Context: an optimization exercise on an open-source flow, tuned for small area, a short achievable clock period and few clock cycles. The choices shown serve that exercise and are no tape-out recipe. Only simulation tests tie the RTL to the original design; equivalence was not proved. No activity file was given, so power comes from the tool's default toggle rates.

north:
Design saes_core, start of the top module:
module saes_core (
    input  wire        clk,
    input  wire        rst,
    input  wire        bus_valid,
    input  wire        bus_write,
    input  wire [3:0]  bus_addr,
    input  wire [15:0] bus_wdata,
    output wire        bus_ready,
    output reg  [15:0] bus_rdata
);
    localparam [3:0] A_CMD    = 4'd0,
                     A_STATUS = 4'd1,
                     A_DIN    = 4'd2,
                     A_DOUT   = 4'd3,
                     A_KEY1   = 4'd4,
                     A_KEY2   = 4'd5,
                     A_KEY3   = 4'd6,
                     A_KEYLEN = 4'd7,
                     A_IV     = 4'd8,
                     A_CHAIN  = 4'd9,
                     A_PBUF   = 4'd10;
    localparam [4:0] OP_NOP     = 5'h00,
                     OP_GFMUL   = 5'h01,
                     OP_SUBNIB  = 5'h02,
                     OP_SUBBYTE = 5'h03,
                     OP_ROTNIB  = 5'h04,
                     OP_SUBNIBS = 5'h05,
                     OP_SHIFT   = 5'h06,
                     OP_MIXCOL  = 5'h07,
                     OP_ADDKEY  = 5'h08,
                     OP_KEYEXP  = 5'h09,
                     OP_ENC     = 5'h0A,
                     OP_DEC     = 5'h0B,
                     OP_DENC    = 5'h10,
                     OP_DDEC    = 5'h11,
                     OP_EDEENC  = 5'h12,
                     OP_EDEDEC  = 5'h13,
                     OP_EEEENC  = 5'h14,
                     OP_EEEDEC  = 5'h15,
  ...
==> flow/config.mk <==
export PLATFORM = sky130hd
export DESIGN_NAME = saes_core
export DESIGN_NICKNAME = saes_core
export VERILOG_FILES = /design/flow/design.v
export SDC_FILE = /design/flow/constraint.sdc
export NUM_CORES = 4
export LEC_CHECK = 0
export CAP_MARGIN = 20
export CORE_MARGIN = 2
export CORE_UTILIZATION = 40
export SLEW_MARGIN = 20
==> flow/constraint.sdc <==
create_clock -name core_clock -period 12.0 [get_ports {clk}]
set_input_delay 2.4000 -clock core_clock [delete_from_list [all_inputs] [get_ports {clk}]]
set_output_delay 2.4000 -clock core_clock [all_outputs]
set_load 0.01 [all_outputs]
standard.sh (not shown) runs the stock make flow with config.mk's settings and CLKGATE_MAP_FILE= SYNTH_SCRIPT=/design/flow/synth_recipe.tcl, a recipe that flattens the netlist after the stock synthesis.
==> flow/flow/run.sh <==
#!/bin/bash
# Layout: the standard flow (standard synthesis, floorplan, placement,
# CTS, routing) with these changes to how the layout is made:
#  - every port is still buffered, with buf_4 cells instead of the slow
#    delay-cell buffers buffer_ports picks by default;
#  - the clock tree is built from clkbuf_8 cells in larger sink clusters
#    and without dummy loads (the tree stays balanced by CTS as usual).
# The SDC (clock period, I/O delays, loads) is unchanged. The make/ORFS
# output goes to flow_make.log here; ORFS keeps each tool's own log under
# orfs/logs/.
set -euo pipefail
MARGIN=${MARGIN:-6.3}
bash standard.sh \
    "SETUP_SLACK_MARGIN=${MARGIN}" \
    "BUFFER_PORTS_ARGS=-buffer_cell sky130_fd_sc_hd__buf_4" \
    "CTS_ARGS=-sink_clustering_enable -repair_clock_nets -dont_use_dummy_load -buf_list sky130_fd_sc_hd__clkbuf_8 -sink_clustering_size 20" \
    finish > flow_make.log 2>&1
north went all the way through the flow, and no timing, DRC or antenna check failed.
Testbench counts of north, summed over its fixed seeds: cycles 20,364.
Modified inputs, south compared to north
Settings: changing SLEW_MARGIN from 20 to 10; changing CAP_MARGIN from 20 to 10; setting ABC_AREA to 1 for the first time.
diff --git a/flow/flow/run.sh b/flow/flow/run.sh
--- a/flow/flow/run.sh
+++ b/flow/flow/run.sh
@@ -10,5 +10,5 @@
 # orfs/logs/.
 set -euo pipefail
-MARGIN=${MARGIN:-6.3}
+MARGIN=${MARGIN:-5.9}
 bash standard.sh \
     "SETUP_SLACK_MARGIN=${MARGIN}" \
--- outcome ---
Both conditions hold for south: the flow ran to the end and the final layout passed the timing, design-rule and antenna checks. Sort north and south by number of placement rows, descending, and south comes first. north -> south: routed wire length increased by a little under 10%. Minimum setup slack after placement, north and south: higher on north. south vs north — via-per-instance ratio dropped by more than 10%. Relative to north, the power attributed to combinational cells measured on south has decreased by more than a quarter. north consumes more power than south. Compared with north, south shows maximum vdd drop that has gone down by more than a quarter.
Input changes introduced in east (baseline for comparison: south):
Settings: clearing ABC_AREA, which used to be 1; swapping 40 for 50 in CORE_UTILIZATION; swapping 10 for 20 in SLEW_MARGIN; swapping 10 for 20 in CAP_MARGIN; putting PLACE_DENSITY at 0.7 where nothing was set.
## What came out
Taking south as the reference, in east final weighted congestion in routability-driven placement has decreased, cell area after technology mapping has decreased. east vs south: number of vias after detailed routing down in east. Summary of east over south: synthesized instance count fell 724, number of cells after detailed placement went down 27%.
What west does differently from east at the input level:
Settings: PLACE_DENSITY changed from 0.7 to 0.8; CORE_UTILIZATION changed from 50 to 70.
==> flow/flow/run.sh <==
#!/bin/bash
set -euo pipefail
MARGIN=${MARGIN:-6.0}
bash standard.sh \
    "SETUP_SLACK_MARGIN=${MARGIN}" \
    "BUFFER_PORTS_ARGS=-buffer_cell sky130_fd_sc_hd__buf_4" \
    finish > flow_make.log 2>&1
west did not finish: a tool error stopped it during global routing (5_1_grt). west and east ended up with roughly the same placed wire-length estimate after detailed placement. In west relative to east, cell area after placement had gone down slightly. Per the comparison of west with east, count of instances resized after the clock tree is built +29, die extent in x -about 15%, placement-stage worst setup slack +200 ps.
What middle does differently from west at the input level:
Settings: a deleted PLACE_DENSITY that had been 0.8; a change of CORE_UTILIZATION from 70 to 40.
Findings:
Sort west and middle by initial standard-cell utilization of the core asc -> top: middle
Comparing middle with west, the number of enable-type register cells in the synthesized netlist came out essentially unchanged.
On cell area after placement: between west and middle, it ends up lower for west.
Taking middle over west, the buffer count from post-CTS setup fixing ratio works out to 0.68.
Summary: with west as the reference, horizontal extent of the die in middle moved up by more than a quarter.
Looking only at vertical die dimension, and setting everything else aside, the lower value of west and middle goes to west.
The sole clean run among west and middle is middle.
Status(west) = ERROR, stage = global routing (5_1_grt)
In the tables for west and middle, quantity of gates resized following cts reads lower with middle.
Comparing middle against west, there is no change at all in synthesized cell count.
When middle is set beside west, its instance count after placement with tap cells included turns out to be about 10% larger.

* * *

wip/quartz:
Starting RTL as in the previous note.
export LEC_CHECK = 0
export CAP_MARGIN = 20
export CORE_MARGIN = 2
export CORE_UTILIZATION = 40
export SLEW_MARGIN = 20
create_clock -name core_clock -period 12.0 [get_ports {clk}]
==> flow/flow/run.sh <==
#!/bin/bash
# Layout: the standard flow (standard synthesis, floorplan, placement,
# CTS, routing) with these changes to how the layout is made:
#  - every port is still buffered, with buf_4 cells instead of the slow
#    delay-cell buffers buffer_ports picks by default;
#  - the clock tree is built from clkbuf_8 cells in larger sink clusters
#    and without dummy loads (the tree stays balanced by CTS as usual).
# The SDC (clock period, I/O delays, loads) is unchanged. The make/ORFS
# output goes to flow_make.log here; ORFS keeps each tool's own log under
# orfs/logs/.
set -euo pipefail
MARGIN=${MARGIN:-5.6}
bash standard.sh \
    "SETUP_SLACK_MARGIN=${MARGIN}" \
    "BUFFER_PORTS_ARGS=-buffer_cell sky130_fd_sc_hd__buf_4" \
    "CTS_ARGS=-sink_clustering_enable -repair_clock_nets -dont_use_dummy_load -buf_list sky130_fd_sc_hd__clkbuf_8 -sink_clustering_size 20" \
    finish > flow_make.log 2>&1
wip/quartz completed end to end with timing, DRC and antenna clean.
Testbench counts of wip/quartz, summed over its fixed seeds: cycles 20,364.
Here is what was changed in the inputs of wip/lagoon compared with wip/quartz.
--- a/flow/flow/run.sh
+++ b/flow/flow/run.sh
@@ -10,5 +10,5 @@
 # orfs/logs/.
 set -euo pipefail
-MARGIN=${MARGIN:-5.6}
+MARGIN=${MARGIN:-6.0}
 bash standard.sh \
     "SETUP_SLACK_MARGIN=${MARGIN}" \
[summary]
- wip/lagoon vs wip/quartz, slowest cell on the critical path: sky130_fd_sc_hd__a221oi_4 vs sky130_fd_sc_hd__a211oi_2
- Total power draw ended up 1.8% higher on wip/lagoon than on wip/quartz.
- Looking only at met3 layer wire length in the routed design, and setting everything else aside, the lower value of wip/quartz and wip/lagoon goes to wip/quartz.
- wip/lagoon vs. wip/quartz: part of the power in combinational logic went up; final worst setup slack went up.
- Between wip/lagoon and wip/quartz, it is wip/lagoon whose power share of the clock group is lower, by 0.2 points.
Modified inputs, wip/willow compared to wip/lagoon
--- a/flow/flow/run.sh
+++ b/flow/flow/run.sh
@@ -10,5 +10,5 @@
 # orfs/logs/.
 set -euo pipefail
-MARGIN=${MARGIN:-6.0}
+MARGIN=${MARGIN:-5.9}
 bash standard.sh \
     "SETUP_SLACK_MARGIN=${MARGIN}" \
[summary]
| layout-stage area growth over the synthesis result | higher: wip/lagoon |. Looking at start point of the critical path, the bus_addr[2] result is from wip/lagoon; the bus_wdata[0] one comes from wip/willow. The largest fanout of any net on the critical path number comes out higher for wip/lagoon vs wip/willow. Diff wip/lagoon -> wip/willow: number of standard cells in the layout, taps in and fillers out now smaller, smallest setup slack after layout now sits lower.
--- input diff wip/willow..wip/xenon ---
- SETUP_SLACK_MARGIN newly set to 5
==> flow/run.sh (new file) <==
#!/bin/bash
# synth_recipe.tcl (not shown) runs the flow's synth.tcl, then flattens the netlist and writes it again
# the make line also repeats each setting of config.mk as NAME=value (left out here)
make -C /OpenROAD-flow-scripts/flow DESIGN_CONFIG=/design/flow/config.mk WORK_HOME=/design/flow/orfs CLKGATE_MAP_FILE= SYNTH_SCRIPT=/design/flow/synth_recipe.tcl finish
removed: flow/flow/run.sh
removed: flow/standard.sh
Results
wip/xenon: flow completed, timing, DRC and antenna clean. Looking at DRC marker count from the first detailed-route iteration, wip/xenon sits above wip/willow. Taking wip/willow as the reference point, the total global-route track usage of wip/xenon falls by 1.5 points. The post-DP HPWL reported for wip/xenon is smaller than that of wip/willow by 3.1%. Relative to wip/willow, critical path depth decreased by 7 in wip/xenon.

* * *

== job 102 ==
saes_core again, from the RTL that the note above started with.
Design saes_core, start of the top module:
module saes_core (
    input  wire        clk,
    input  wire        rst,
    input  wire        bus_valid,
    input  wire        bus_write,
    input  wire [3:0]  bus_addr,
    input  wire [15:0] bus_wdata,
    output wire        bus_ready,
    output reg  [15:0] bus_rdata
);
export LEC_CHECK = 0
export CAP_MARGIN = 20
export CORE_MARGIN = 2
export CORE_UTILIZATION = 40
export SLEW_MARGIN = 20
export TNS_END_PERCENT = 0
create_clock -name core_clock -period 12.0 [get_ports {clk}]
==> flow/flow/run.sh <==
#!/bin/bash
# Layout: the standard flow (standard synthesis, floorplan, placement,
# CTS, routing) with these changes to how the layout is made:
#  - every port is still buffered, with buf_4 cells instead of the slow
#    delay-cell buffers buffer_ports picks by default;
#  - the clock tree is built from clkbuf_8 cells in larger sink clusters
#    and without dummy loads (the tree stays balanced by CTS as usual).
# The SDC (clock period, I/O delays, loads) is unchanged. The make/ORFS
# output goes to flow_make.log here; ORFS keeps each tool's own log under
# orfs/logs/.
set -euo pipefail
MARGIN=${MARGIN:-5.9}
bash standard.sh \
    "SETUP_SLACK_MARGIN=${MARGIN}" \
    "BUFFER_PORTS_ARGS=-buffer_cell sky130_fd_sc_hd__buf_4" \
    "CTS_ARGS=-sink_clustering_enable -repair_clock_nets -dont_use_dummy_load -buf_list sky130_fd_sc_hd__clkbuf_8 -sink_clustering_size 20" \
    finish > flow_make.log 2>&1
Testbench counts of job 102, summed over its fixed seeds: cycles 20,364.
Relative to job 102, the following input files were edited for job 105:
diff --git a/flow/flow/run.sh b/flow/flow/run.sh
--- a/flow/flow/run.sh
+++ b/flow/flow/run.sh
@@ -10,5 +10,5 @@
 # orfs/logs/.
 set -euo pipefail
-MARGIN=${MARGIN:-5.9}
+MARGIN=${MARGIN:-5.8}
 bash standard.sh \
     "SETUP_SLACK_MARGIN=${MARGIN}" \
diff --git a/flow/config.mk b/flow/config.mk
--- a/flow/config.mk
+++ b/flow/config.mk
@@ -6,7 +6,6 @@
 export NUM_CORES = 4
 export LEC_CHECK = 0
-export CAP_MARGIN = 20
+export CAP_MARGIN = 10
 export CORE_MARGIN = 2
 export CORE_UTILIZATION = 40
-export SLEW_MARGIN = 20
-export TNS_END_PERCENT = 0
+export SLEW_MARGIN = 10
## What came out
- Between job 102 and job 105, total power increased.
- Job 105 vs job 102 — average wire length per cell after detail routing climbed slightly
- NOTE total non-filler cell area in the finished layout job 102->job 105 increased slightly
- Global-route usage (higher): job 105
- In the reports for job 102 and job 105, the larger layout-stage area growth over the synthesis result belongs to job 105.

## what the ideal ports hide
No port has a modelled driver above. Below, the same layouts with a new extraction and two added sets of constraints. Step 1 (the two cells are an assumption about what drives the block):
set clk [get_ports {clk}]
set_driving_cell -lib_cell sky130_fd_sc_hd__clkbuf_16 $clk
set_driving_cell -lib_cell sky130_fd_sc_hd__buf_2 [delete_from_list [all_inputs] $clk]
Step 2 also shifts input and output timing later by t, the mid clock arrival at the registers, as if the neighbouring blocks saw the same clock. Slacks: no drivers / after step 1 / after step 2; pairs: no drivers / after step 1.
| run | t (ns) | slack for setup (ns) | pins driven straight from the clock port |
|---|---|---|---|
| north | 0.574 | 5.878 / 5.818 / 5.741 | 1 |
| south | 0.609 | 5.858 / 5.802 / 5.505 | 1 |
| east | 0.514 | 5.879 / 5.813 / 5.494 | 1 |
| middle | 0.530 | 5.915 / 5.838 / 5.511 | 1 |
| wip/quartz | 0.565 | 5.700 / 5.674 / 5.363 | 1 |
| wip/lagoon | 0.561 | 5.957 / 5.825 / 5.503 | 1 |
| wip/willow | 0.564 | 5.881 / 5.872 / 5.345 | 1 |
| wip/xenon | 0.505 | 5.001 / 4.981 / 4.810 | 1 |
| job 102 | 0.565 | 5.819 / 5.819 / 5.375 | 1 |
| job 105 | 0.562 | 5.837 / 5.775 / 5.417 | 1 |
After both steps setup and hold are still met in every run listed. For wip/willow, which loses most, drivers alone change the setup slack by -0.009 ns; drivers and shift together by -0.536 ns.
